Source: an optimization exercise on an open RTL-to-GDS flow (aim: small area, a short achievable clock period and few clock cycles). Production flows keep margins and buffers that such runs may drop.
The RTL was checked by simulation tests, not by an equivalence proof against the original design.
Power and IR drop assume default switching activity.

$ cat config.mk
export PLATFORM = sky130hd
export DESIGN_NAME = vm20_core
export DESIGN_NICKNAME = vm20_core
export VERILOG_FILES = /design/flow/design.v
export SDC_FILE = /design/flow/constraint.sdc
export NUM_CORES = 4
export LEC_CHECK = 0
export ABC_AREA = 1
export CAP_MARGIN = 20
export CORE_MARGIN = 2
export CORE_UTILIZATION = 35
export CTS_BUF_LIST = sky130_fd_sc_hd__clkbuf_8
export SETUP_SLACK_MARGIN = 3.0
export SLEW_MARGIN = 20
$ cat constraint.sdc
create_clock -name core_clock -period 8.0 [get_ports {clk}]
set_input_delay 1.6000 -clock core_clock [delete_from_list [all_inputs] [get_ports {clk}]]
set_output_delay 1.6000 -clock core_clock [all_outputs]
set_load 0.01 [all_outputs]
$ cat design.v
module vm20_core (
    input  wire        clk,
    input  wire        rst,           
    input  wire [7:0]  exec_start,    
    output reg         mem_req,
    output reg         mem_we,
    output reg  [7:0]  mem_addr,
    output reg  [19:0] mem_wdata,
    input  wire        mem_ready,
    input  wire [19:0] mem_rdata,
    input  wire        in_valid,
    input  wire [7:0]  in_data,
    input  wire        in_eof,
    input  wire        in_err,
    output reg         in_take,
    output reg         out_valid,
    output reg         out_kind,      
    output reg  [19:0] out_data,
    input  wire        out_ready,
    input  wire        out_err,
    output wire [2:0]  status,
    output wire [7:0]  pc,
    output wire [19:0] r0,
    output wire [19:0] r1,
    output wire [19:0] r2,
    output wire [19:0] r3
);
    localparam [2:0] ST_RUNNING = 3'd0, ST_HALTED = 3'd1, ST_EOI = 3'd2,
                     ST_ILLIO   = 3'd3, ST_LIMIT  = 3'd4;
    localparam [3:0] OP_LD = 4'd0,  OP_LDI = 4'd1, OP_ST  = 4'd2,  OP_ADD = 4'd3,
                     OP_SUB = 4'd4, OP_MUL = 4'd5, OP_DIV = 4'd6,  OP_OR  = 4'd7,
                     OP_AND = 4'd8, OP_SHL = 4'd9, OP_SHR = 4'd10, OP_IO  = 4'd11,
                     OP_BR  = 4'd12, OP_BRZ = 4'd13, OP_BRN = 4'd14, OP_BRS = 4'd15;
    localparam [7:0] INSTR_LIMIT = 8'd200;
    localparam [3:0] S_F   = 4'd0, S_E   = 4'd1, S_O   = 4'd2, S_RD  = 4'd3,
                     S_WR  = 4'd4, S_MD  = 4'd5, S_OUT = 4'd6, S_TOK = 4'd7,
                     S_CHR = 4'd8, S_X   = 4'd9, S_TW  = 4'd10, S_DONE = 4'd11;
    reg [19:0] rg0, rg1, rg2, rg3;
    reg [7:0]  pc_q;       
    reg [7:0]  count;
    reg [2:0]  status_q;
    reg [3:0]  state;
    reg [3:0]  i_op;
    reg [1:0]  i_r;
    reg [1:0]  i_x;
    reg [7:0]  i_a;        
    reg        i_aok;      
    reg        i_jok;      
    reg        i_c8;       
    reg [19:0] md_p;       
    reg [19:0] md_d;       
    reg [19:0] md_q;       
    reg [4:0]  md_k;       
    reg [1:0]  md_ph;      
    reg        md_neg;     
    reg        md_b;       
    reg        c_v;
    reg [7:0]  c_a;
    reg [19:0] c_d;
    reg        tok_started;
    reg        tok_neg;
    reg        tok_digit;
    reg        tok_bad;
    reg        tok_ovf;
    reg        tok_ph;     
    reg [3:0]  tok_d;
    assign status = status_q;
    assign pc     = pc_q;
    assign r0     = rg0;
    assign r1     = rg1;
    assign r2     = rg2;
    assign r3     = rg3;
    wire [3:0] rz  = {rg3 == 20'd0, rg2 == 20'd0, rg1 == 20'd0, rg0 == 20'd0};
    wire [3:0] rn  = {rg3[19], rg2[19], rg1[19], rg0[19]};
    function [19:0] rsel;
        input [1:0] i;
        begin
            case (i)
                2'd0: rsel = rg0;
                2'd1: rsel = rg1;
                2'd2: rsel = rg2;
                default: rsel = rg3;
            endcase
        end
    endfunction
    function [19:0] rev20;
        input [19:0] v;
        integer k;
        begin
            for (k = 0; k < 20; k = k + 1) rev20[k] = v[19 - k];
        end
    endfunction
    wire st_e = (state == S_E);
    wire [3:0]  w_op  = mem_rdata[19:16];
    wire [1:0]  w_r   = mem_rdata[15:14];
    wire [1:0]  w_x   = mem_rdata[13:12];
    wire        w_nop = (mem_rdata[11:8] != 4'd0);
    wire [7:0]  w_s   = mem_rdata[7:0];
    wire        w_x0  = (w_x == 2'd0);
    wire        w_memop = (w_op == OP_LD) || (w_op == OP_ADD) || (w_op == OP_SUB) ||
                          (w_op == OP_MUL) || (w_op == OP_DIV) || (w_op == OP_OR) ||
                          (w_op == OP_AND) || (w_op == OP_IO && w_r == 2'd2);
    reg         w_cond;
    always @(*) begin
        case (w_op)
            OP_BR:   w_cond = w_r[0];                  
            OP_BRZ:  w_cond = rz[w_r];
            OP_BRN:  w_cond = rn[w_r];
            OP_BRS:  w_cond = 1'b1;
            default: w_cond = 1'b0;
        endcase
    end
    wire        w_hit   = !w_nop && w_x0 && (w_op == OP_LD) && c_v && (c_a == w_s);
    wire        w_isbr  = (w_op == OP_BR && w_r[0]) || (w_op == OP_BRZ) ||
                          (w_op == OP_BRN) || (w_op == OP_BRS);
    wire        w_use_s = !w_nop && w_x0 && (w_memop || w_isbr) && !w_hit;
    wire [7:0]  w_s_inc = w_s + 8'd1;
    wire [1:0]  pa_i  = st_e ? w_x : i_r;
    wire [1:0]  pb_i  = st_e ? w_r : i_r;
    wire [19:0] pa    = rsel(pa_i);
    wire [19:0] pb    = rsel(pb_i);
    wire [19:0] w_xr  = pa;
    wire        alu_sub = (i_op == OP_SUB);
    wire [19:0] alu_a   = (i_op == OP_LD) ? 20'd0 : pa;
    wire [19:0] alu_sum = alu_a + (alu_sub ? ~mem_rdata : mem_rdata) + {19'd0, alu_sub};
    wire        sh_r    = st_e ? w_op[1] : i_op[1];    
    wire [4:0]  sh_n    = st_e ? w_s[4:0] : i_a[4:0];
    wire        sh_fill = sh_r & pb[19];
    wire [19:0] sh_0    = sh_r ? pb : rev20(pb);
    wire [19:0] sh_1    = sh_n[0] ? {sh_fill, sh_0[19:1]} : sh_0;
    wire [19:0] sh_2    = sh_n[1] ? {{2{sh_fill}}, sh_1[19:2]} : sh_1;
    wire [19:0] sh_3    = sh_n[2] ? {{4{sh_fill}}, sh_2[19:4]} : sh_2;
    wire [19:0] sh_4    = sh_n[3] ? {{8{sh_fill}}, sh_3[19:8]} : sh_3;
    wire [19:0] sh_5    = sh_n[4] ? {{16{sh_fill}}, sh_4[19:16]} : sh_4;
    wire [19:0] sh_out  = sh_r ? sh_5 : rev20(sh_5);
    wire        w_shok  = (w_s[7:5] == 3'd0) && (w_s[4:0] <= 5'd19);
    wire        i_shok  = i_aok && (i_a[7:5] == 3'd0) && (i_a[4:0] <= 5'd19);
    function [4:0] lflags;       
        input [19:0] v;
        begin
            lflags[0] = (v[19:8] == 12'h000);
            lflags[1] = (v[19:8] == 12'hfff);
            lflags[2] = v[19] || (v[18:8] == 11'h000);
            lflags[3] = v[19] || (v[18:8] == 11'h7ff);
            lflags[4] = (v[19] || (v[18:9] == 10'h3ff)) && (v[19:8] != 12'hfff);
        end
    endfunction
    wire [4:0]  lf0 = lflags(rg0), lf1 = lflags(rg1), lf2 = lflags(rg2), lf3 = lflags(rg3);
    wire [4:0]  w_lf = (w_x == 2'd1) ? lf1 : (w_x == 2'd2) ? lf2 : (w_x == 2'd3) ? lf3 : lf0;
    wire [8:0]  sx_lo   = {1'b0, w_s} + {1'b0, w_x0 ? 8'd0 : w_xr[7:0]};
    wire        c8      = sx_lo[8];
    wire [11:0] hi1 = rg1[19:8] + 12'd1, hi2 = rg2[19:8] + 12'd1, hi3 = rg3[19:8] + 12'd1;
    wire [11:0] sx_hi0  = w_x0 ? 12'd0 : w_xr[19:8];
    wire [11:0] sx_hi1  = (w_x == 2'd1) ? hi1 : (w_x == 2'd2) ? hi2 : hi3;
    wire [19:0] sx_full = {c8 ? sx_hi1 : sx_hi0, sx_lo[7:0]};
    wire        sx_aok  = w_x0 || (c8 ? w_lf[1] : w_lf[0]);
    wire        sx_jok  = w_x0 || (c8 ? w_lf[3] : w_lf[2]);
    wire        i_rel   = (i_op == OP_BR) && (i_r == 2'd2);
    wire [8:0]  rel_lo  = {1'b0, pc_q} + {1'b0, i_a};
    wire [4:0]  i_lf    = (i_x == 2'd1) ? lf1 : (i_x == 2'd2) ? lf2 : (i_x == 2'd3) ? lf3 : lf0;
    wire        rel_ok  = (i_x == 2'd0) ? !rel_lo[8] :
                          (i_c8 && rel_lo[8]) ? i_lf[4] :
                          (i_c8 || rel_lo[8]) ? i_lf[3] : i_lf[2];
    reg         i_cond;
    always @(*) begin
        case (i_op)
            OP_BR:   i_cond = i_r[0];                  
            OP_BRZ:  i_cond = rz[i_r];
            OP_BRN:  i_cond = rn[i_r];
            OP_BRS:  i_cond = 1'b1;
            default: i_cond = 1'b0;
        endcase
    end
    wire        i_hit   = (i_op == OP_LD) && c_v && (c_a == i_a);
    wire        i_memop = (i_op == OP_LD) || (i_op == OP_ADD) || (i_op == OP_SUB) ||
                          (i_op == OP_MUL) || (i_op == OP_DIV) || (i_op == OP_OR) ||
                          (i_op == OP_AND) || (i_op == OP_IO);
    wire        md_mul  = (i_op == OP_MUL);
    wire        tok_s   = (state == S_TOK);
    wire        md_sub  = tok_s ? 1'b0 : md_mul ? (md_q[0] && !md_b) : 1'b1;
    wire [19:0] md_lhs  = tok_s ? (tok_ph ? {md_p[18:0], 1'b0} : md_p) :
                          (!md_mul && md_ph == 2'd1) ? {1'b0, md_p[19:1]} : md_p;
    wire [19:0] md_rhs  = tok_s ? (tok_ph ? {16'd0, tok_d} : {md_p[17:0], 2'b00}) : md_d;
    wire [20:0] md_sum  = {1'b0, md_lhs} + {1'b0, md_sub ? ~md_rhs : md_rhs} + {20'd0, md_sub};
    wire        md_ge   = md_sum[20];            
    wire [19:0] mul_res = (md_q[0] ^ md_b) ? md_sum[19:0] : md_p;
    wire [19:0] div_q   = {md_q[18:0], md_ge};
    wire        md_qend = (md_ph == 2'd2 && md_k == 5'd0);    
    wire        md_last = md_mul ? (md_q[19:1] == {19{md_q[0]}})
                                 : ((md_qend && !md_neg) || md_ph == 2'd3);
    wire        m_zero  = (mem_rdata == 20'd0);
    reg  [19:0] ng_in;
    reg         ng_do;
    always @(*) begin
        if (state == S_O) begin
            ng_in = mem_rdata;
            ng_do = mem_rdata[19];
        end else if (state == S_TOK) begin
            ng_in = md_p;
            ng_do = tok_neg;
        end else if (md_ph == 2'd0) begin
            ng_in = md_p;
            ng_do = md_p[19];
        end else begin
            ng_in = md_q;
            ng_do = 1'b1;
        end
    end
    wire [19:0] ng_out  = ng_do ? (20'd0 - ng_in) : ng_in;
    wire [19:0] md_res  = md_mul ? mul_res : (md_ph == 2'd3) ? ng_out : div_q;
    wire        in_sep   = (in_data <= 8'd32) || (in_data >= 8'd127 && in_data <= 8'd160);
    wire        in_digit = (in_data >= 8'h30) && (in_data <= 8'h39);
    wire        tok_big  = (md_p > 20'd52428) || (md_p == 20'd52428 && in_data[3:0] == 4'd9);
    wire        tok_ok   = !tok_bad && tok_digit && !tok_ovf &&
                           (tok_neg || md_p != 20'd524288);
    wire        tok_end  = tok_started && (in_eof || (in_valid && in_sep));
    wire        tok_st   = tok_end && tok_ok && i_aok;
    wire        limit    = (count == INSTR_LIMIT);
    reg  [7:0]  x_npc;      
    always @(*) begin
        x_npc = (i_cond && i_jok) ? i_a : pc_q;
    end
    reg  [7:0]  addr_r;
    always @(*) begin
        mem_req   = 1'b0;
        mem_we    = 1'b0;
        addr_r    = pc_q;
        mem_wdata = pb;
        in_take   = 1'b0;
        out_valid = 1'b0;
        out_kind  = (i_r == 2'd3);
        out_data  = md_p;
        case (state)
            S_F, S_O, S_MD, S_CHR: begin
                mem_req  = 1'b1;
            end
            S_E: begin
                mem_req  = 1'b1;
            end
            S_X: begin
                mem_req  = 1'b1;
                if ((i_memop && !i_hit) || i_op == OP_ST) begin
                    mem_we = i_aok && (i_op == OP_ST);
                    if (i_aok) addr_r = i_a;
                end else begin
                    addr_r = x_npc;
                end
            end
            S_RD: begin
                mem_req  = 1'b1;
                addr_r   = i_a;
            end
            S_WR: begin
                mem_req  = 1'b1;
                mem_we   = 1'b1;
                addr_r   = i_a;
            end
            S_OUT: begin
                mem_req   = 1'b1;
                out_valid = 1'b1;
            end
            S_TOK: begin
                mem_req   = 1'b1;
                in_take   = in_valid && (in_sep ? !tok_started : (tok_ph || !in_digit || tok_ovf));
            end
            S_TW: begin
                mem_req   = 1'b1;
                mem_we    = 1'b1;
                addr_r    = i_a;
                mem_wdata = md_p;
            end
            default: ;
        endcase
        if (state == S_CHR) in_take = in_valid;
        mem_addr = (st_e && w_use_s) ? w_s : addr_r;
    end
    reg        wb_en;
    reg [1:0]  wb_idx;
    reg [19:0] wb_val;
    reg        chr_en;
    always @(*) begin
        wb_en  = 1'b0;
        wb_idx = i_r;
        wb_val = md_res;
        chr_en = 1'b0;
        case (state)
            S_E: begin
                wb_idx = w_r;
                if (!w_nop) begin
                    case (w_op)
                        OP_LDI: begin
                            wb_en  = 1'b1;
                            wb_val = sx_full;
                        end
                        OP_LD: begin
                            wb_en  = w_hit;
                            wb_val = c_d;
                        end
                        OP_SHL, OP_SHR: begin
                            wb_en  = w_x0 && w_shok;
                            wb_val = sh_out;
                        end
                        OP_BRS: begin
                            wb_en  = 1'b1;
                            wb_val = {12'd0, pc_q};
                        end
                        default: ;
                    endcase
                end
            end
            S_X: begin
                if (i_op == OP_LD) begin
                    wb_en  = i_hit && i_aok;
                    wb_val = c_d;
                end else begin
                    wb_en  = (i_op == OP_SHL || i_op == OP_SHR) && i_shok;
                    wb_val = sh_out;
                end
            end
            S_O: begin
                case (i_op)
                    OP_LD,
                    OP_ADD,
                    OP_SUB: begin wb_en = 1'b1; wb_val = alu_sum;          end
                    OP_OR:  begin wb_en = 1'b1; wb_val = pa | mem_rdata;   end
                    OP_AND: begin wb_en = 1'b1; wb_val = pa & mem_rdata;   end
                    OP_MUL: begin wb_en = m_zero; wb_val = 20'd0; end
                    default: ;
                endcase
            end
            S_MD: begin
                wb_en = md_last;
            end
            S_CHR: begin
                wb_idx = i_x;
                chr_en = in_valid;
            end
            default: ;
        endcase
    end
    task complete;
        input [7:0] npc;
        begin
            if (limit) begin
                pc_q     <= npc;
                status_q <= ST_LIMIT;
                state    <= S_DONE;
            end else if (mem_ready) begin
                pc_q  <= npc + 8'd1;
                count <= count + 8'd1;
                state <= S_E;
            end else begin
                pc_q  <= npc;
                state <= S_F;
            end
        end
    endtask
    task complete_e;
        input next_s;
        begin
            if (limit) begin
                if (next_s) pc_q <= w_s;
                status_q <= ST_LIMIT;
                state    <= S_DONE;
            end else if (w_use_s && !next_s) begin
                state <= S_F;
            end else if (mem_ready) begin
                pc_q  <= w_use_s ? w_s_inc : pc_q + 8'd1;
                count <= count + 8'd1;
                state <= S_E;
            end else begin
                if (w_use_s) pc_q <= w_s;
                state <= S_F;
            end
        end
    endtask
    task issued;
        input is_store;
        begin
            if (is_store) state <= mem_ready ? S_F : S_WR;
            else          state <= mem_ready ? S_O : S_RD;
        end
    endtask
    always @(posedge clk) begin
        if (rst) begin
            rg0      <= 20'd0;
            rg1      <= 20'd0;
            rg2      <= 20'd0;
            rg3      <= 20'd0;
            pc_q     <= exec_start;
            count    <= 8'd0;
            c_v      <= 1'b0;
            status_q <= ST_RUNNING;
            state    <= S_F;
        end else begin
            if (wb_en) begin
                case (wb_idx)
                    2'd0: rg0 <= wb_val;
                    2'd1: rg1 <= wb_val;
                    2'd2: rg2 <= wb_val;
                    default: rg3 <= wb_val;
                endcase
            end
            if (chr_en) begin
                case (wb_idx)
                    2'd0: rg0[7:0] <= in_data;
                    2'd1: rg1[7:0] <= in_data;
                    2'd2: rg2[7:0] <= in_data;
                    default: rg3[7:0] <= in_data;
                endcase
            end
            if (mem_req && mem_we && mem_ready) begin
                c_v <= 1'b1;
                c_a <= mem_addr;
                c_d <= mem_wdata;
            end else if (state == S_O) begin
                c_v <= 1'b1;
                c_a <= i_a;
                c_d <= mem_rdata;
            end
            case (state)
                S_F: begin
                    if (limit) begin
                        status_q <= ST_LIMIT;
                        state    <= S_DONE;
                    end else if (mem_ready) begin
                        pc_q  <= pc_q + 8'd1;
                        count <= count + 8'd1;
                        state <= S_E;
                    end
                end
                S_E: begin
                    i_op   <= w_op;
                    i_r    <= w_r;
                    i_x    <= w_x;
                    i_a    <= sx_lo[7:0];
                    i_c8   <= c8;
                    i_aok  <= sx_aok;
                    i_jok  <= sx_jok;
                    if (w_nop) begin
                        complete(pc_q);
                    end else begin
                        case (w_op)
                            OP_LDI: complete(pc_q);
                            OP_LD: begin
                                if (w_hit)     complete(pc_q);
                                else if (w_x0) issued(1'b0);
                                else           state <= S_X;
                            end
                            OP_ST: begin
                                state <= w_x0 ? S_WR : S_X;
                            end
                            OP_SHL, OP_SHR: begin
                                if (w_x0) complete(pc_q);
                                else      state <= S_X;
                            end
                            OP_BRZ, OP_BRN, OP_BRS: begin
                                if (w_x0 || !w_cond) complete_e(w_cond);
                                else                 state <= S_X;
                            end
                            OP_IO: begin
                                case (w_r)
                                    2'd0: begin
                                        tok_started <= 1'b0;
                                        tok_neg     <= 1'b0;
                                        tok_digit   <= 1'b0;
                                        tok_bad     <= 1'b0;
                                        tok_ovf     <= 1'b0;
                                        tok_ph      <= 1'b0;
                                        md_p        <= 20'd0;
                                        state       <= S_TOK;
                                    end
                                    2'd1: state <= S_CHR;
                                    2'd2: begin
                                        if (w_x0) issued(1'b0);
                                        else      state <= S_X;
                                    end
                                    default: begin
                                        md_p  <= {12'd0, w_xr[19:12]};
                                        state <= S_OUT;
                                    end
                                endcase
                            end
                            OP_BR: begin
                                case (w_r)
                                    2'd0: begin
                                        status_q <= ST_HALTED;
                                        state    <= S_DONE;
                                    end
                                    2'd2: state <= S_X;
                                    default: begin
                                        if (w_x0) complete_e(1'b1);
                                        else      state <= S_X;
                                    end
                                endcase
                            end
                            default: begin
                                if (w_x0) issued(1'b0);
                                else      state <= S_X;
                            end
                        endcase
                    end
                end
                S_X: begin
                    if (i_memop || i_op == OP_ST) begin
                        if (i_aok && !i_hit) issued(i_op == OP_ST);
                        else       complete(pc_q);
                    end else if (i_rel) begin
                        if (rel_ok) pc_q <= rel_lo[7:0];
                        state <= S_F;
                    end else begin
                        complete(x_npc);
                    end
                end
                S_RD: begin
                    if (mem_ready) state <= S_O;
                end
                S_WR, S_TW: begin
                    if (mem_ready) state <= S_F;
                end
                S_O: begin
                    md_p <= mem_rdata;        
                    case (i_op)
                        OP_MUL: begin
                            md_p   <= 20'd0;
                            md_q   <= pa;
                            md_b   <= 1'b0;
                            md_d   <= mem_rdata;
                            if (rz[i_r] || m_zero) complete(pc_q);
                            else                   state <= S_MD;
                        end
                        OP_DIV: begin
                            md_p   <= pa;
                            md_q   <= 20'd0;
                            md_d   <= ng_out;
                            md_k   <= 5'd0;
                            md_ph  <= pa[19] ? 2'd0 : 2'd1;
                            md_neg <= pa[19] ^ mem_rdata[19];
                            if (rz[i_r] || m_zero) complete(pc_q);
                            else                   state <= S_MD;
                        end
                        OP_IO: state <= S_OUT;
                        default: complete(pc_q);
                    endcase
                end
                S_MD: begin
                    if (md_mul) begin
                        md_p <= mul_res;
                        md_d <= {md_d[18:0], 1'b0};
                        md_q <= {md_q[19], md_q[19:1]};
                        md_b <= md_q[0];
                    end else if (md_ph == 2'd0) begin
                        md_p  <= ng_out;
                        md_ph <= 2'd1;
                    end else if (md_ph == 2'd1) begin
                        if (md_ge) begin
                            md_d <= {md_d[18:0], 1'b0};
                            md_k <= md_k + 5'd1;
                        end else begin
                            md_ph <= 2'd2;
                        end
                    end else if (md_ph == 2'd2) begin
                        if (md_ge) md_p <= md_sum[19:0];
                        md_q <= div_q;
                        md_d <= {1'b0, md_d[19:1]};
                        md_k <= md_k - 5'd1;
                        if (md_qend) md_ph <= 2'd3;
                    end
                    if (md_last) complete(pc_q);
                end
                S_OUT: begin
                    if (out_ready) begin
                        if (out_err) begin
                            status_q <= ST_ILLIO;
                            state    <= S_DONE;
                        end else begin
                            complete(pc_q);
                        end
                    end
                end
                S_TOK: begin
                    if (in_err) begin
                        status_q <= ST_ILLIO;
                        state    <= S_DONE;
                    end else if (!tok_started && in_eof) begin
                        status_q <= ST_EOI;
                        state    <= S_DONE;
                    end else if (tok_end) begin
                        if (!tok_st) begin
                            complete(pc_q);
                        end else begin
                            md_p  <= ng_out;     
                            state <= S_TW;
                        end
                    end else if (in_valid && !(in_sep && !tok_started)) begin
                        tok_started <= 1'b1;
                        if (tok_ph) begin
                            if (!tok_ovf) md_p <= md_sum[19:0];
                            tok_ph <= 1'b0;
                        end else if (in_digit && !tok_ovf) begin
                            tok_digit <= 1'b1;
                            if (tok_big) tok_ovf <= 1'b1;
                            else         md_p    <= md_sum[19:0];
                            tok_d  <= in_data[3:0];
                            tok_ph <= 1'b1;
                        end else if (!tok_started && (in_data == 8'h2B || in_data == 8'h2D)) begin
                            tok_neg <= (in_data == 8'h2D);
                        end else if (in_digit) begin
                            tok_digit <= 1'b1;
                        end else begin
                            tok_bad <= 1'b1;
                        end
                    end
                end
                S_CHR: begin
                    if (in_err) begin
                        status_q <= ST_ILLIO;
                        state    <= S_DONE;
                    end else if (in_eof) begin
                        status_q <= ST_EOI;
                        state    <= S_DONE;
                    end else if (in_valid) begin
                        complete(pc_q);
                    end
                end
                default: state <= S_DONE;   
            endcase
        end
    end
endmodule
$ cat flow/run.sh
#!/bin/bash
# The standard layout (the standard.sh, all ORFS steps unchanged), except that the
# port buffers ORFS inserts on every input and output are plain sky130_fd_sc_hd__buf_2
# cells instead of the delay buffers buffer_ports picks by default.
set -euo pipefail
bash standard.sh finish "BUFFER_PORTS_ARGS=-buffer_cell sky130_fd_sc_hd__buf_2" > flow_make.log 2>&1
$ cat standard.sh
#!/bin/bash
# synth_recipe.tcl (not shown) runs the flow's synth.tcl, then flattens the netlist and writes it again
# the make line also repeats each setting of config.mk as NAME=value (left out here)
make -C /OpenROAD-flow-scripts/flow DESIGN_CONFIG=/design/flow/config.mk WORK_HOME=/design/flow/orfs CLKGATE_MAP_FILE= SYNTH_SCRIPT=/design/flow/synth_recipe.tcl "${@:-finish}"
==> results.ini, run 1 <==
[global_routing]
overflow = 0
grt_max_degree = 55
antenna_found_initial = 12
grt_first_pass_wirelength_um = 235000
grt_pass1_vias = 31795
grt_use_total = 0.4184

[synthesis]
synth_cell_types = 80
muxShareOfSynthArea = 0
synth_edf_count = 134
synth-compound-area-share = 0.2790
syn_area_um2 = 26290
synthFlopType = edfxtp_1
syn-num-nets = 4367
yosys.area_share.simple = 0.3195
synth-seq-cells = 230
yosysSeqAreaShare = 0.2261
syn_inst = 4244
synthXorXnorAreaFrac = 0.03050
synth_fa_ha_area_frac = 0.03902
synth_top_family_by_area = simple AND/OR/NAND/NOR gates
avgSynthCellArea_um2 = 6.196
ys_async_sr_fraction = 0
yosys_warnings = 1

[route]
drtIter0Drc = 5906
vias_per_cell = 6.457
wl_met3_um = 24250
routedWlPerCell_um = 30.58
wl_um = 169500
drcViolationCount = 0
routed.top_layer = met5
wl_met2_um = 68110
met1_length_um = 65120
ant_nets = 0
dr_total_vias = 35781
dr.pass1.iters = 7

[pwr]
leakage_nw = 13.80
power_density_nw_per_um2 = 381.3
vdd_drop_max_mv = 0.2128

[clock_network]
clkTransAtPathRegs_ns = 0.05
cts.sinks = 230
clockBufferDepth = 3
cts_buffers = 49
cts_tree = built
cts_max_level = 2
insertion_delay_ns = 0.72
root_buffer = clkbuf_8

[sta]
slew_headroom = 0.1369
final_hold_viol_count = 0
fmax_mhz = 193.9
finalSetupViolCount = 0
finalMaxSlewViolations = 0
finalCritPeriodShare = 0.6446
setup_tns_ns = 0
period_needed_ns = 5.157
tightest_slew_ns = 1.278
final.setup_skew_ns = 0.07815
rsz0062_at_grt = true

[floorplanning]
fp.dieArea_um2 = 77330
fp-row-count = 100
core_area_um2 = 74450
die_w_um = 278.1
initial_utilization = 0.3532
top_level_ports = 188
die_h_um = 278.1

[worst_hold_path]
hold_depth = 2
hp-class = reg -> reg

[final_layout]
final_area_um2 = 32290
mostFrequentLayoutCells = 884 x nand2_1, 424 x o21ai_0, 395 x inv_1
area_delta_synth_final_pct = 22.82
layout_commonest_cell = nand2_1
final_nets = 4646
drive_gt1_frac = 0.1976

[run]
maxCapViolCount = 0

[critical_path]
r2r_start = md_q[0]$_DFFE_PP_
cp-start-kind = primary input
crit_fanout = 11
cp.arrival_ns = 3.56
cp-end-kind = primary output
r2r_end = rg1[14]$_SDFFE_PP0P_
r2r_cells = 13
path_class = in -> out
ff2ff_setup_slack_ns = 2.87
endpoint = mem_addr[0]
cp_data_required_time_ns = 6.40
crit_path_start = mem_rdata[5]

[place]
post_dp_cell_area_um2 = 28370
detailed_place_hpwl_um = 126000
port_buffers = 187
gp_congestion = 1.110

[status]
outcome = finished clean

[what timing repair did]
action                     4_1_cts  5_1_grt
hold buffers                     0        0
setup endpoints to repair      126      102
resized for setup              204      204
setup buffers                   43       99
pin swaps                       38       73
gates cloned                     9        2
[synth_stat cells (all sizes together), types with 66 or more instances]
| cell type | count | area share |
|---|---|---|
| clkbuf | 155 | 0.022 |
| o211ai | 99 | 0.028 |
| nand3 | 406 | 0.083 |
| nand2 | 938 | 0.14 |
| edfxtp | 134 | 0.15 |
| inv | 439 | 0.063 |
| o21ai | 540 | 0.11 |
| a21oi | 380 | 0.073 |
| ha | 74 | 0.035 |
| xor2 | 66 | 0.023 |
| nor2 | 365 | 0.055 |
| dfxtp | 96 | 0.073 |
| buf | 73 | 0.018 |
[layer usage]
metal,track usage,vias to the layer above
li1,-,15332
met1,0.5507,16767
met4,0.2430,8
met5,0,-
met2,0.5994,3026
met3,0.1301,648
[state kept, by name, summed over array words and instances (netlist names), 2 cells and up]
register / cells
pc_q: 8
i_r: 2
rg2: 20
rg0: 20
i_op: 4
md_p: 20
md_k: 5
md_d: 20
c_a: 8
i_a: 8
state: 4
md_q: 20
tok_d: 4
count: 8
rg3: 20
i_x: 2
md_ph: 2
rg1: 20
status_q: 3
c_d: 20
[how the worst min path moves through the flow]
stage,from,endpoint,slack (ns)
after CTS,status_q[2]$_SDFFE_PP0P_,status_q[2]$_SDFFE_PP0P_,0.48
after global routing,count[4]$_SDFFE_PP0P_,count[4]$_SDFFE_PP0P_,0.51
after detailed placement,status_q[2]$_SDFFE_PP0P_,status_q[2]$_SDFFE_PP0P_,0.48
final,status_q[2]$_SDFFE_PP0P_,status_q[2]$_SDFFE_PP0P_,0.48
after global placement,count[4]$_SDFFE_PP0P_,count[4]$_SDFFE_PP0P_,0.47
after floorplan,c_v$_SDFFE_PP0N_,c_v$_SDFFE_PP0N_,0.44
[stage by stage]
stage                     setup slack, ns    util  std cells  total power [mW]  hold slack, ns
after floorplan                     2.995       -       4244             6.348          0.4438
after global placement              1.226  0.3810       5288             9.344          0.4701
after detailed placement            1.231  0.3811       5288             9.294          0.4754
after CTS                           2.817  0.4129       5432             11.30          0.4845
after global routing                2.802  0.4335       5533             12.72          0.5060
final                               2.843  0.4338       5541             12.31          0.4782
[kinds of logic (layout without fill, tap and decap cells)]
group                      after synthesis  after routing
and+or+nand+nor                       1900           1908
AOI/OAI and AO/OA                     1257           1258
buffers and inverters                  689           1000
DFF                                    230            230
xor gates and xnor gates                89             89
adders and majority gates               79             79
other                                    0              8
[report_power, final]
part           switching (mW)  internal [mW]  total (mW)  leakage (nW)
Combinational            6.30           2.57        8.87          11.2
Clock                   0.706          0.893        1.60         0.619
Sequential              0.329           1.52        1.85          2.02
Total                    7.34           4.98        12.3          13.8
[cell type report]
type,instances,area [um2]
Multi-Input combinational cell,3334,18820
Inverter,461,1872
Timing Repair inverter,1,7.507
Tap cell,969,1212
Clock buffer,51,701.9
Sequential cell,230,5981
Clock inverter,41,440.4
Fill cell,7958,42150
Antenna cell,8,20.02
Timing Repair Buffer,446,3234
[worst max-delay path, cell delays in order]
cell	delay [ns]
buf_2	0.36
clkinvlp_4	0.24
o21ai_0	0.19
nor2_1	0.07
nand2_1	0.08
a211oi_2	0.04
nand2_2	0.15
nand2_4	0.08
clkinvlp_4	0.16
buf_12	0.13
nand2_8	0.07
o21ai_2	0.21
buf_2	0.15
Testbench counts, summed over its fixed seeds: cycles 84,204.
==> run 2: changes to the inputs <==
--- a/design.v
+++ b/design.v
@@ -112,13 +112,10 @@
     end
     wire        w_hit   = !w_nop && w_x0 && (w_op == OP_LD) && c_v && (c_a == w_s);
-    wire        w_isbr  = (w_op == OP_BR && w_r[0]) || (w_op == OP_BRZ) ||
-                          (w_op == OP_BRN) || (w_op == OP_BRS);
-    wire        w_use_s = !w_nop && w_x0 && (w_memop || w_isbr) && !w_hit;
+    wire        w_use_s = !w_nop && w_x0 && (w_memop || w_op == OP_ST || w_cond) && !w_hit;
     wire [7:0]  w_s_inc = w_s + 8'd1;
-    wire [1:0]  pa_i  = st_e ? w_x : i_r;
-    wire [1:0]  pb_i  = st_e ? w_r : i_r;
-    wire [19:0] pa    = rsel(pa_i);
-    wire [19:0] pb    = rsel(pb_i);
-    wire [19:0] w_xr  = pa;
+    wire [19:0] w_xr  = rsel(w_x);
+    wire [19:0] w_rv  = rsel(w_r);
+    wire [19:0] pa    = rsel(i_r);
+    wire [19:0] pb    = st_e ? w_rv : pa;
     wire        alu_sub = (i_op == OP_SUB);
     wire [19:0] alu_a   = (i_op == OP_LD) ? 20'd0 : pa;
@@ -226,5 +223,5 @@
         mem_we    = 1'b0;
         addr_r    = pc_q;
-        mem_wdata = pb;
+        mem_wdata = pa;
         in_take   = 1'b0;
         out_valid = 1'b0;
@@ -236,5 +233,7 @@
             end
             S_E: begin
-                mem_req  = 1'b1;
+                mem_req   = 1'b1;
+                mem_we    = !w_nop && w_x0 && (w_op == OP_ST);
+                mem_wdata = w_rv;
             end
             S_X: begin
@@ -363,6 +362,4 @@
                 status_q <= ST_LIMIT;
                 state    <= S_DONE;
-            end else if (w_use_s && !next_s) begin
-                state <= S_F;
             end else if (mem_ready) begin
                 pc_q  <= w_use_s ? w_s_inc : pc_q + 8'd1;
@@ -449,5 +446,6 @@
                             end
                             OP_ST: begin
-                                state <= w_x0 ? S_WR : S_X;
+                                if (w_x0) issued(1'b1);
+                                else      state <= S_X;
                             end
                             OP_SHL, OP_SHR: begin
==> run 2 against run 1 <==
Still clean. Clock skew is 0.027 ns lower. Non-clock buffer count is 82 lower. Setup slack better by 0.022 ns. Final area is 0.46% lower. Count of clock-buffer cells in the layout is 5 higher. Total power is 20% lower. Final cell count is 3.5% higher. Wire length is 2.7% lower. Critical endpoint unchanged.
==> results.ini, run 2 <==
[status]
outcome = finished clean

[floorplanning]
fp.dieArea_um2 = 80100  ; +3.6%
top_level_ports = 188  ; unchanged
core_area_um2 = 77210  ; +3.7%
initial_utilization = 0.3529  ; about the same
fp-row-count = 102  ; +2.0%
die_h_um = 283.0  ; +1.8%
die_w_um = 283.0  ; +1.8%

[pwr]
p_sw_mw = 5.783  ; -21%
leakage_nw = 14.10  ; +2.1%
combPwrFrac = 0.685  ; -0.035
power_density_nw_per_um2 = 306.5  ; -20%
vdd_drop_max_mv = 0.1382  ; -35%
cell_internal_pwr_mw = 4.068  ; -18%
clkPwrFrac = 0.137  ; +0.007
p_seq_frac = 0.178  ; +0.028
switching_share = 0.5871  ; -0.008814

[clock_network]
root_buffer = clkbuf_8
cts.sinks = 230  ; unchanged
insertion_delay_ns = 0.71  ; about the same
cts_tree = built
clkTransAtPathRegs_ns = 0.06  ; about the same
cts_buffers = 50  ; +2.0%
clockBufferDepth = 3  ; unchanged
cts_max_level = 2  ; unchanged
cts-hold-fix-buffers = 0  ; unchanged

[sta]
setup_tns_ns = 0  ; unchanged
fmax_mhz = 194.8  ; +0.43%
period_needed_ns = 5.135  ; -0.02208 ns
final.setup_skew_ns = 0.05141  ; -0.02673 ns
slew_headroom = 0.2533  ; +0.1164
finalSetupViolCount = 0  ; unchanged
rsz0062_at_grt = true
finalCritPeriodShare = 0.6418  ; -0.002760
finalMaxSlewViolations = 0  ; unchanged
final_hold_viol_count = 0  ; unchanged
tightest_slew_ns = 1.092  ; -0.1861 ns

[critical_path]
path_class = reg -> out
cp-end-kind = primary output
crit_fanout = 5  ; -6
cp-start-kind = register
cp.arrival_ns = 3.53  ; -0.03 ns
cp_data_required_time_ns = 6.40  ; about the same

[synthesis]
synth_edf_count = 134  ; unchanged
synth_cell_types = 79  ; -1.3%
syn_inst = 4463  ; +5.2%
synth_commonest_cells = 999 x nand2_1, 489 x inv_1, 453 x nand3_1
synth-seq-cells = 230  ; unchanged
ys_async_sr_fraction = 0  ; unchanged
synth_area_leader_cell = edfxtp_1
synth_top_family_by_area = simple AND/OR/NAND/NOR gates
syn_area_um2 = 27250  ; +3.6%
synth-compound-area-share = 0.2698  ; -0.009225
synthFlopType = edfxtp_1
synth_fa_ha_area_frac = 0.03811  ; -0.0009079
yosys_warnings = 1  ; unchanged
avgSynthCellArea_um2 = 6.105  ; -1.5%
synth_top_area_frac = 0.1477  ; -0.005362
muxShareOfSynthArea = 0  ; unchanged
yosysMostFrequentCell = nand2_1
yosys.area_share.simple = 0.3369  ; +0.01746
yosysSeqAreaShare = 0.2182  ; -0.007922
syn-num-nets = 4587  ; +5.0%
synth.area.top_cells = edfxtp_1 15%, nand2_1 14%, nand3_1 8.3%
synthXorXnorAreaFrac = 0.02691  ; -0.003594

[run]
maxCapViolCount = 0  ; unchanged

[final_layout]
final_nets = 4776  ; +2.8%
area_delta_synth_final_pct = 17.97
final_cells = 5736  ; +3.5%
layout_commonest_cell = nand2_1
drive_gt1_frac = 0.1531  ; -0.04454
mostFrequentLayoutCells = 974 x nand2_1, 486 x inv_1, 448 x nand3_1

[route]
drtIter0Drc = 5633  ; -4.6%
ant_nets = 0  ; unchanged
routedWlPerCell_um = 28.76  ; -6.0%
dr.pass1.iters = 8  ; +1
vias_per_cell = 6.271  ; -2.9%
drcViolationCount = 0  ; unchanged
wl_um = 165000  ; -2.7%
dr_total_vias = 35968  ; +0.52%

[global_routing]
grt_first_pass_wirelength_um = 231600  ; -1.5%
antenna_found_initial = 6  ; -6
overflow = 0  ; unchanged
grt_max_degree = 50  ; -9.1%
grt_pass1_vias = 32728  ; +2.9%
grt_use_total = 0.3899  ; -0.02845

[place]
place_inst = 5525  ; +4.5%
detailed_place_hpwl_um = 125400  ; -0.52%
port_buffers = 187  ; unchanged
gp_congestion = 1.069  ; -3.7%

[worst_hold_path]
hp-class = reg -> reg

[run 2: cell count changes after synthesis, moves of 27 or more]
cell | before | now
o21ai_0 | 457 | 365
nand2_1 | 919 | 999
nand3_1 | 380 | 453
inv_1 | 417 | 489
a21oi_1 | 374 | 442
nand4_1 | 58 | 96
o211ai_1 | 99 | 70
o221ai_1 | 39 | 66
[run 2: final timing paths]
path	endpoint	start	depth (start not counted)	slack, ns
hold / removal	count[1]$_SDFFE_PP0P_	count[1]$_SDFFE_PP0P_	2	0.50
setup reg to reg	pc_q[1]$_DFFE_PP_	i_op[1]$_DFFE_PP_	35	2.97
hold reg to reg	count[1]$_SDFFE_PP0P_	count[1]$_SDFFE_PP0P_	2	0.50
setup / recovery	mem_addr[0]	rg1[4]$_SDFF_PP0_	13	2.87
[run 2: repair_timing]
item                                   in CTS  in global routing
gates cloned                                5                  4
resized for setup                         170                123
pin swaps                                  20                 36
endpoints found under the hold margin       0                  0
setup endpoints to repair                 137                127
buffers inserted                           58                 47
[run 2: worst max-delay path: stages, from the launching register on]
cell and delay, ns:
dfxtp_1 0.40, inv_1 0.15, nand4_1 0.10, nor2_1 0.43
nand4_1 0.16, nand2_1 0.14, nor2_4 0.08, o21ai_4 0.26
buf_4 0.17, nand3_1 0.09, and2_4 0.21, o211ai_1 0.30
a31oi_4 0.15, buf_2 0.17
[run 2: area by class of cell]
type / instances / area [um2]
diodes: 6 / 15.01
clock buffers: 56 / 770.7
clock inverters: 34 / 201.4
fillers: 8394 / 45070
inverters: 527 / 2123
multi-input cells: 3478 / 19110
flip-flops and latches: 230 / 5947
well taps: 1040 / 1301
repair buffers: 364 / 2673
repair inverters: 1 / 7.507
[run 2: per-stage QoR]
step	area [um2]	total power [mW]	util	hold WS [ns]	setup WS [ns]
finish	32150	9.851	0.4163	0.5003	2.865
global route	32130	10.24	0.4162	0.5399	2.806
CTS	31210	9.252	0.4042	0.5061	2.859
detailed placement	29060	7.648	0.3764	0.4983	1.495
global placement	29060	7.689	0.3764	0.4951	1.473
floorplan	27280	5.418	-	0.4646	2.949
[run 2: routing by layer]
layer,GRT usage,wire length (um),up-vias
met5,0,80,-
met1,0.5019,63030,16802
met3,0.1208,22730,607
met2,0.5697,66980,2670
met4,0.2324,12130,4
li1,-,-,15885
[run 2: logic make-up after synthesis]
kind of cell | Yosys count
flops | 230
fa+ha+maj | 80
xor+xnor | 82
simple gates | 2076
buf+inv | 759
compound gates | 1236
[run 2: power groups by stage]
| stage | Clock (mW) | Combinational (mW) | Sequential [mW] |
|---|---|---|---|
| floorplan | 0 | 3.76 | 1.66 |
| global placement | 0 | 5.93 | 1.76 |
| detailed placement | 0 | 5.89 | 1.76 |
| CTS | 1.35 | 6.17 | 1.73 |
| global route | 1.40 | 7.09 | 1.76 |
| finish | 1.35 | 6.75 | 1.75 |
Testbench counts of run 2, summed over its fixed seeds: cycles 82,288.
==> run 3: changes to the inputs <==
--- a/config.mk
+++ b/config.mk
@@ -10,5 +10,4 @@
 export CORE_MARGIN = 2
 export CORE_UTILIZATION = 35
-export CTS_BUF_LIST = sky130_fd_sc_hd__clkbuf_8
 export SETUP_SLACK_MARGIN = 3.0
 export SLEW_MARGIN = 20
==> run 3 against run 2 <==
Still clean. Wire length down 0.72%. Fmax fell by 0.51%. Flip-flop and latch count unchanged. Critical path depth decreased by 5. Via count down 0.50%. Synthesized cell count unchanged. Global-route usage is 0.27 points lower. Hold slack improved by 0.0012 ns.
==> results.ini, run 3 <==
[critical_path]
path_class = reg -> out
cp-end-kind = primary output
cp.arrival_ns = 3.56  ; +0.03 ns
r2r_cells = 19  ; -46%
cp-start-kind = register
crit_path_start = state[2]$_SDFFE_PP0P_
r2r_start = i_r[1]$_DFFE_PP_
cp_data_required_time_ns = 6.40  ; about the same
crit_fanout = 21  ; +16

[route]
dr.pass1.iters = 6  ; -2
drcViolationCount = 0  ; unchanged
dr_total_vias = 35789  ; -0.50%
drtIter0Drc = 5576  ; -1.0%
vias_per_cell = 6.308  ; +0.59%
wl_um = 163800  ; -0.72%
ant_nets = 0  ; unchanged
routedWlPerCell_um = 28.86  ; +0.36%

[synthesis]
synth.area.top_cells = edfxtp_1 15%, nand2_1 14%, nand3_1 8.3%
synth_commonest_cells = 999 x nand2_1, 489 x inv_1, 453 x nand3_1
syn-num-nets = 4587  ; unchanged
synth_area_leader_cell = edfxtp_1
synth_edf_count = 134  ; unchanged
avgSynthCellArea_um2 = 6.105  ; unchanged
synth-seq-cells = 230  ; unchanged
syn_area_um2 = 27250  ; unchanged
syn_inst = 4463  ; unchanged
synthFlopType = edfxtp_1
ys_async_sr_fraction = 0  ; unchanged
synth_cell_types = 79  ; unchanged
yosys_warnings = 1  ; unchanged
yosysSeqAreaShare = 0.2182  ; unchanged
synth_top_area_frac = 0.1477  ; unchanged
yosysMostFrequentCell = nand2_1

[place]
place_inst = 5525  ; unchanged
dp_slack_ns = 1.495  ; unchanged
port_buffers = 187  ; unchanged
gp_congestion = 1.069  ; unchanged
detailed_place_hpwl_um = 125400  ; unchanged

[run]
maxCapViolCount = 0  ; unchanged

[sta]
period_needed_ns = 5.161  ; +0.02649 ns
finalCritPeriodShare = 0.6451  ; +0.003311
rsz0062_at_grt = true
setup_tns_ns = 0  ; unchanged
setup_slack_ns = 2.839  ; -0.02649 ns
tightest_slew_ns = 1.138  ; +0.04590 ns
fmax_mhz = 193.8  ; -0.51%
final.setup_skew_ns = 0.04907  ; -0.002342 ns
slew_headroom = 0.2219  ; -0.03139
finalMaxSlewViolations = 0  ; unchanged
finalSetupViolCount = 0  ; unchanged
final_hold_viol_count = 0  ; unchanged

[clock_network]
root_buffer = clkbuf_16
cts_max_level = 1  ; -1
cts_buffers = 31  ; -38%
clockBufferDepth = 3  ; unchanged
cts-hold-fix-buffers = 0  ; unchanged
cts.sinks = 230  ; unchanged
cts_tree = built
insertion_delay_ns = 0.65  ; -0.06 ns
clkTransAtPathRegs_ns = 0.06  ; about the same

[pwr]
cell_internal_pwr_mw = 4.159  ; +2.2%
leakage_nw = 13.85  ; -1.8%
power_density_nw_per_um2 = 310.0  ; +1.2%
switching_share = 0.5792  ; -0.007890
power_mw = 9.883  ; +0.32%
combPwrFrac = 0.668  ; -0.017
p_sw_mw = 5.724  ; -1.0%
vdd_drop_max_mv = 0.1965  ; +42%
p_seq_frac = 0.177  ; about the same
clkPwrFrac = 0.155  ; +0.018

[final_layout]
drive_gt1_frac = 0.1431  ; -0.009957
layout_commonest_cell = nand2_1
final_nets = 4724  ; -1.1%
fill_cells = 8369  ; -0.30%
mostFrequentLayoutCells = 972 x nand2_1, 468 x inv_1, 448 x nand3_1
final_util = 0.4129  ; -0.003451
final_cells = 5674  ; -1.1%
area_delta_synth_final_pct = 16.99

[worst_hold_path]
hold_depth = 2  ; unchanged
min_from = count[1]$_SDFFE_PP0P_
hp-class = reg -> reg

[floorplanning]
top_level_ports = 188  ; unchanged
fp.dieArea_um2 = 80100  ; unchanged
die_h_um = 283.0  ; unchanged
die_w_um = 283.0  ; unchanged
initial_utilization = 0.3529  ; unchanged
core_area_um2 = 77210  ; unchanged
fp-row-count = 102  ; unchanged

[global_routing]
grt_use_total = 0.3872  ; -0.002671
overflow = 0  ; unchanged
grt_max_degree = 50  ; unchanged
grt_pass1_vias = 32429  ; -0.91%
grt_first_pass_wirelength_um = 230700  ; -0.37%
antenna_found_initial = 8  ; +2

[status]
outcome = finished clean

## run 3: stage by stage
step                hold WS, ns  cell area [um2]
floorplan                0.4646            27280
global placement         0.4951            29060
detailed placement       0.4983            29060
CTS                      0.5069            31240
global route             0.5425            31860
finish                   0.5015            31880
## run 3: cell families (layout without fill, tap and decap cells)
| family | count (synthesis) | count (layout) | share of synthesized area |
|---|---|---|---|
| AOI/OAI and AO/OA | 1236 | 1236 | 0.2698 |
| xor gates and xnor gates | 82 | 82 | 0.02691 |
| adders and majority gates | 80 | 80 | 0.03811 |
| buffers and inverters | 759 | 918 | 0.1100 |
| DFF | 230 | 230 | 0.2182 |
| other | 0 | 9 | 0 |
| and+or+nand+nor | 2076 | 2079 | 0.3369 |
## run 3: cell type report
class / instances / area, um2 / area share
diodes: 9 / 22.52 / 0.0007065
clock buffers: 35 / 790.8 / 0.02480
clock inverters: 23 / 274.0 / 0.008595
inverters: 527 / 2113 / 0.06629
multi-input cells: 3477 / 19040 / 0.5972
flip-flops and latches: 230 / 5946 / 0.1865
well taps: 1040 / 1301 / 0.04082
repair buffers: 331 / 2379 / 0.07461
repair inverters: 2 / 15.01 / 0.0004710
## run 3: worst paths after layout
path	to	slack, ns
max	mem_wdata[15]	2.84
min	count[1]$_SDFFE_PP0P_	0.50
max reg2reg	rg3[4]$_SDFF_PP0_	2.94
min reg2reg	count[1]$_SDFFE_PP0P_	0.50
## run 3: timing repair
action / 4_1_cts / 5_1_grt
pin swaps: 24 / 26
resized for setup: 186 / 100
endpoints found under the setup margin: 137 / 124
endpoints found under the hold margin: 0 / 0
cloned: 5 / 2
buffers inserted: 43 / 31
## run 3: per-layer routing
layer  global-route usage  share of wire
met4               0.2053          0.068
met3               0.1108           0.13
met2               0.5762           0.41
met5                    0        0.00023
met1               0.5052           0.39
## run 3: worst max-delay path, cell delays in order, from the launching register on
cell and delay, ns:
dfxtp_1 0.49, nor2_1 0.09, inv_1 0.13, nor2_1 0.13, inv_1 0.08, buf_4 0.42, nand2_2 0.62, o221ai_1 0.73
buf_2 0.24
## run 3: power by group through the flow
stage / clock [mW] / combinational (mW) / sequential, mW
finish: 1.53 / 6.60 / 1.75
global route: 1.57 / 6.93 / 1.76
CTS: 1.53 / 6.14 / 1.73
detailed placement: 0 / 5.89 / 1.76
global placement: 0 / 5.93 / 1.76
floorplan: 0 / 3.76 / 1.66

port drivers added, routing unchanged:
No port has a modelled driver above. Below, the same layouts with a new extraction and two added sets of constraints. Step 1: set_driving_cell puts a clkbuf_16 on clk and a buf_2 on each other input, an assumption about the parent block. Step 2 adds t to the input delays and takes it off the output delays; t is the mean of the earliest and latest rising clock arrival at the registers after step 1. Input paths then give back, and output paths get back, about the clock's delay inside the block. Three values: ideal, step 1, step 2; two values: the first two.
| run | t (ns) | slack for setup (ns) | worst slew at a driven data input, ns |
|---|---|---|---|
| run 1 | 0.747 | 2.843 / 2.795 / 2.106 | 0.10 |
| run 2 | 0.748 | 2.865 / 2.800 / 2.247 | 0.13 |
| run 3 | 0.692 | 2.839 / 2.770 / 2.441 | 0.12 |
After both steps setup and hold are still met in every run listed. The setup slack of run 1, which loses most, moves by -0.048 ns with the drivers and by -0.737 ns with both steps.
